Source: an optimization exercise on an open RTL-to-GDS flow (aim: small area). Production flows keep margins and buffers that such runs may drop.
In this exercise RTL edits were held to simulation tests only and were not proved equivalent to the original.
No activity file was given, so power comes from the tool's default toggle rates.

== oak ==
## dsce_pixel
module dsce_pixel (
    input  wire        clk,
    input  wire        rst,
    input  wire        in_valid,
    input  wire [31:0] v0,
    input  wire [31:0] v1,
    input  wire [31:0] v2,
    input  wire [31:0] v3,
    input  wire [3:0]  en,
    input  wire [3:0]  enc,
    input  wire [4:0]  bright,
    input  wire        big,
    output reg         out_valid,
    output wire [31:0] out_word
);
For scale: ~730 cells after synthesis, about 4300 um^2 of cells after synthesis.
==> flow/config.mk <==
export PLATFORM = sky130hd
export DESIGN_NAME = dsce_pixel
export DESIGN_NICKNAME = dsce_pixel
export VERILOG_FILES = /design/flow/design.v
export SDC_FILE = /design/flow/constraint.sdc
export NUM_CORES = 4
export LEC_CHECK = 0
export CAP_MARGIN = 20
export CORE_MARGIN = 2
export CORE_UTILIZATION = 40
export GPL_TIMING_DRIVEN = 0
export SLEW_MARGIN = 20
==> flow/constraint.sdc <==
create_clock -name core_clock -period 12.0 [get_ports {clk}]
set_input_delay 2.4000 -clock core_clock [delete_from_list [all_inputs] [get_ports {clk}]]
set_output_delay 2.4000 -clock core_clock [all_outputs]
set_load 0.01 [all_outputs]
standard.sh (not shown) runs the stock make flow with config.mk's settings and CLKGATE_MAP_FILE= SYNTH_SCRIPT=/design/flow/synth_recipe.tcl, a recipe that flattens the netlist after the stock synthesis.
==> flow/flow/run.sh <==
#!/bin/bash
# Layout flow: the standard layout (standard.sh), with these changes made
# through ORFS variables:
#  - synthesis maps with an area-oriented ABC script (flow/abc_area.script)
#    and leaves adders to ABC instead of mapping them to fa/ha cells;
#  - port buffers use the smallest buffer cell;
#  - clock tree synthesis uses small clock buffers and no dummy loads.
# Each step's full output goes to a log file in this folder.
set -euo pipefail
here=$(pwd)
rm -rf "$here/scripts_area"
cp -r "$FLOW_HOME/scripts" "$here/scripts_area"
cp "$here/flow/abc_area.script" "$here/scripts_area/abc_area.script"
bash standard.sh SCRIPTS_DIR="$here/scripts_area" ABC_AREA=1 ADDER_MAP_FILE= synth > "$here/synth.log" 2>&1
bash standard.sh \
    "BUFFER_PORTS_ARGS=-buffer_cell sky130_fd_sc_hd__buf_1" \
    "CTS_ARGS=-sink_clustering_enable -repair_clock_nets -dont_use_dummy_load -buf_list sky130_fd_sc_hd__clkbuf_8" \
    finish > "$here/layout.log" 2>&1
==> flow/flow/abc_area.script <==
strash
&get -n
&deepsyn -T 300
&put
dch -f
amap
topo
#### Input delta (pine over oak)
-- flow/flow/run.sh --
<<< oak, line 15
bash standard.sh \
    "BUFFER_PORTS_ARGS=-buffer_cell sky130_fd_sc_hd__buf_1" \
    "CTS_ARGS=-sink_clustering_enable -repair_clock_nets -dont_use_dummy_load -buf_list sky130_fd_sc_hd__clkbuf_8" \
    finish > "$here/layout.log" 2>&1
>>> pine, line 15
bash standard.sh \
    "BUFFER_PORTS_ARGS=-buffer_cell sky130_fd_sc_hd__buf_1" \
    "CTS_ARGS=-sink_clustering_enable -repair_clock_nets -dont_use_dummy_load -buf_list ${CTS_BUF:-sky130_fd_sc_hd__clkbuf_4}" \
    finish > "$here/layout.log" 2>&1
==> flow/flow/abc_area.script <==
strash
drw
drf
dc2
dch -f
amap
topo
Notes after the runs:
Going from oak to pine, sequential power closely matched the old numbers, logic depth of the worst path, buffers included now sits higher, sequential share of layout area decreased 2.6 points.
pine ran to completion and came out clean on the timing, DRC and antenna checks.
| final worst-path cycle share | higher: pine |
Compared with oak, pine shows all-layer global routing usage lower by 1.5 points.
Looking at count of inserted tapcells, pine sits 44 higher than oak does.
Note that the internal power recorded for oak amounts to 0.947 times the value seen in pine.
Inputs modified between pine and birch:
==> flow/flow/run.sh <==
#!/bin/bash
# Layout flow: the standard layout (standard.sh), with these changes made
# through ORFS variables:
#  - synthesis maps the quantizer module once for its four instances
#    (SYNTH_HIERARCHICAL; the netlist is flattened afterwards as usual),
#    with an area-oriented ABC script (flow/abc_area.script: deepsyn logic
#    optimization, area mapping, don't-care resynthesis), and leaves adders
#    to ABC instead of mapping them to fa/ha cells. If ABC fails with that
#    script, synthesis is run again with flow/abc_fallback1.script, then
#    flow/abc_fallback2.script;
#  - port buffers use the smallest buffer cell;
#  - clock tree synthesis uses clkbuf_8 buffers and no dummy loads.
# Each step's full output goes to a log file in this folder.
set -euo pipefail
here=$(pwd)
synth () {
    rm -rf "$here/scripts_area"
    cp -r "$FLOW_HOME/scripts" "$here/scripts_area"
    cp "$1" "$here/scripts_area/abc_area.script"
    bash standard.sh SCRIPTS_DIR="$here/scripts_area" ABC_AREA=1 ADDER_MAP_FILE= \
        SYNTH_HIERARCHICAL=1 synth
}
synth "$here/flow/abc_area.script" > "$here/synth.log" 2>&1 ||
    synth "$here/flow/abc_fallback1.script" > "$here/synth_fallback1.log" 2>&1 ||
    synth "$here/flow/abc_fallback2.script" > "$here/synth_fallback2.log" 2>&1
bash standard.sh \
    "BUFFER_PORTS_ARGS=-buffer_cell sky130_fd_sc_hd__buf_1" \
    "CTS_ARGS=-sink_clustering_enable -repair_clock_nets -dont_use_dummy_load -buf_list sky130_fd_sc_hd__clkbuf_8" \
    finish > "$here/layout.log" 2>&1
==> flow/flow/abc_area.script <==
strash
&get -n
&deepsyn -T 300
&dch -f
&nf -R 1000
&put
mfs3 -a -e -H 6 -R 3 -K 8
mfs3 -a -e -H 6 -R 3 -K 8 -r
topo
==> flow/flow/abc_fallback1.script (new file) <==
strash
&get -n
&deepsyn -T 300
&dch -f
&nf -R 1000
&put
topo
==> flow/flow/abc_fallback2.script (new file) <==
strash
drw
drf
dc2
dch -f
amap
topo
Notes after the runs:
Relative to pine, post-route total power has decreased by 19% in birch. When the final numbers for pine and birch were put side by side, the critical path depth turned out to be greater in pine. On number of sinks driven by the clock tree, pine and birch are basically level. pine and birch ended up with nearly the same maximum single-stage delay on the critical path. The actual transition at the worst max-transition pin reported for birch is smaller than that of pine by 0.050 ns. Pin count of the biggest net entering global routing (birch / pine): 1.4. Comparing pine and birch, the higher shortest period the worst path allows is on pine. [compare] base=pine new=birch: total setup buffers inserted after CTS essentially unchanged, final non-filler cell total fell by 398.
Input changes introduced in maple (baseline for comparison: birch):
==> flow/flow/run.sh <==
#!/bin/bash
# Layout flow: the standard layout (standard.sh), with these changes made
# through ORFS variables:
#  - synthesis maps with an area-oriented ABC script (flow/abc_area.script)
#    and leaves adders to ABC instead of mapping them to fa/ha cells;
#  - port buffers use the smallest buffer cell;
#  - clock tree synthesis uses small clock buffers and no dummy loads.
# Each step's full output goes to a log file in this folder.
set -euo pipefail
here=$(pwd)
rm -rf "$here/scripts_area"
cp -r "$FLOW_HOME/scripts" "$here/scripts_area"
cp "$here/flow/abc_area.script" "$here/scripts_area/abc_area.script"
bash standard.sh SCRIPTS_DIR="$here/scripts_area" ABC_AREA=1 ADDER_MAP_FILE= synth > "$here/synth.log" 2>&1
bash standard.sh \
    "BUFFER_PORTS_ARGS=-buffer_cell sky130_fd_sc_hd__buf_1" \
    "CTS_ARGS=-sink_clustering_enable -repair_clock_nets -dont_use_dummy_load -buf_list sky130_fd_sc_hd__clkbuf_8" \
    finish > "$here/layout.log" 2>&1
==> flow/flow/abc_area.script <==
strash
drw
drf
dc2
dch -f
amap
topo
removed: flow/flow/abc_fallback1.script
removed: flow/flow/abc_fallback2.script
Results
| wire length of the first global-routing pass | maple vs birch | worse |
Clock network contribution to total cell area was higher in birch than in maple.
In maple, the global-route usage over all layers came out 1.1 points above the value in birch.
Summary — number of placement rows, maple relative to birch: higher, by 16%.
Sort maple and birch by slew at the pin closest to its max-slew limit, ascending, and birch comes first.
Diff birch -> maple | total area of multi-input combinational cells | up by more than a quarter
As far as clock-buffer cell count is concerned, maple and birch perform about the same.
According to the power report, total power for maple is higher than for birch.

==> port drivers added, routing unchanged <==
In the flow no input, the clock included, has a driving cell. The finished layouts below were timed again as built, in two steps. Step 1 assumes that a clkbuf_16 drives the clock port and a buf_2 every other input. Step 2 times the ports against the registers' clock, not the clock port: input delays grow and output delays shrink by t, the midpoint of the rising clock arrivals with the driver on. a / b / c = ideal / step 1 / step 2; a / b = the first two.
| run | t, ns | slack for setup (ns) | worst setup path after step 2 | slew at the worst register clock pin (ns) | cell pins on the clock port's net |
|---|---|---|---|---|---|
| oak | 0.298 | 2.122 / 2.117 / 1.819 | input to register | 0.06 / 0.06 | 1 |
| pine | 0.344 | 1.026 / 1.024 / 0.680 | input to register | 0.12 / 0.12 | 1 |
| birch | 0.299 | 3.158 / 3.163 / 2.864 | input to register | 0.07 / 0.07 | 1 |
| maple | 0.299 | 0.955 / 0.955 / 0.656 | input to register | 0.07 / 0.07 | 1 |
After both steps every run listed still meets setup and hold. For pine, which loses most, drivers alone change the setup slack by -0.002 ns; drivers and shift together by -0.346 ns.
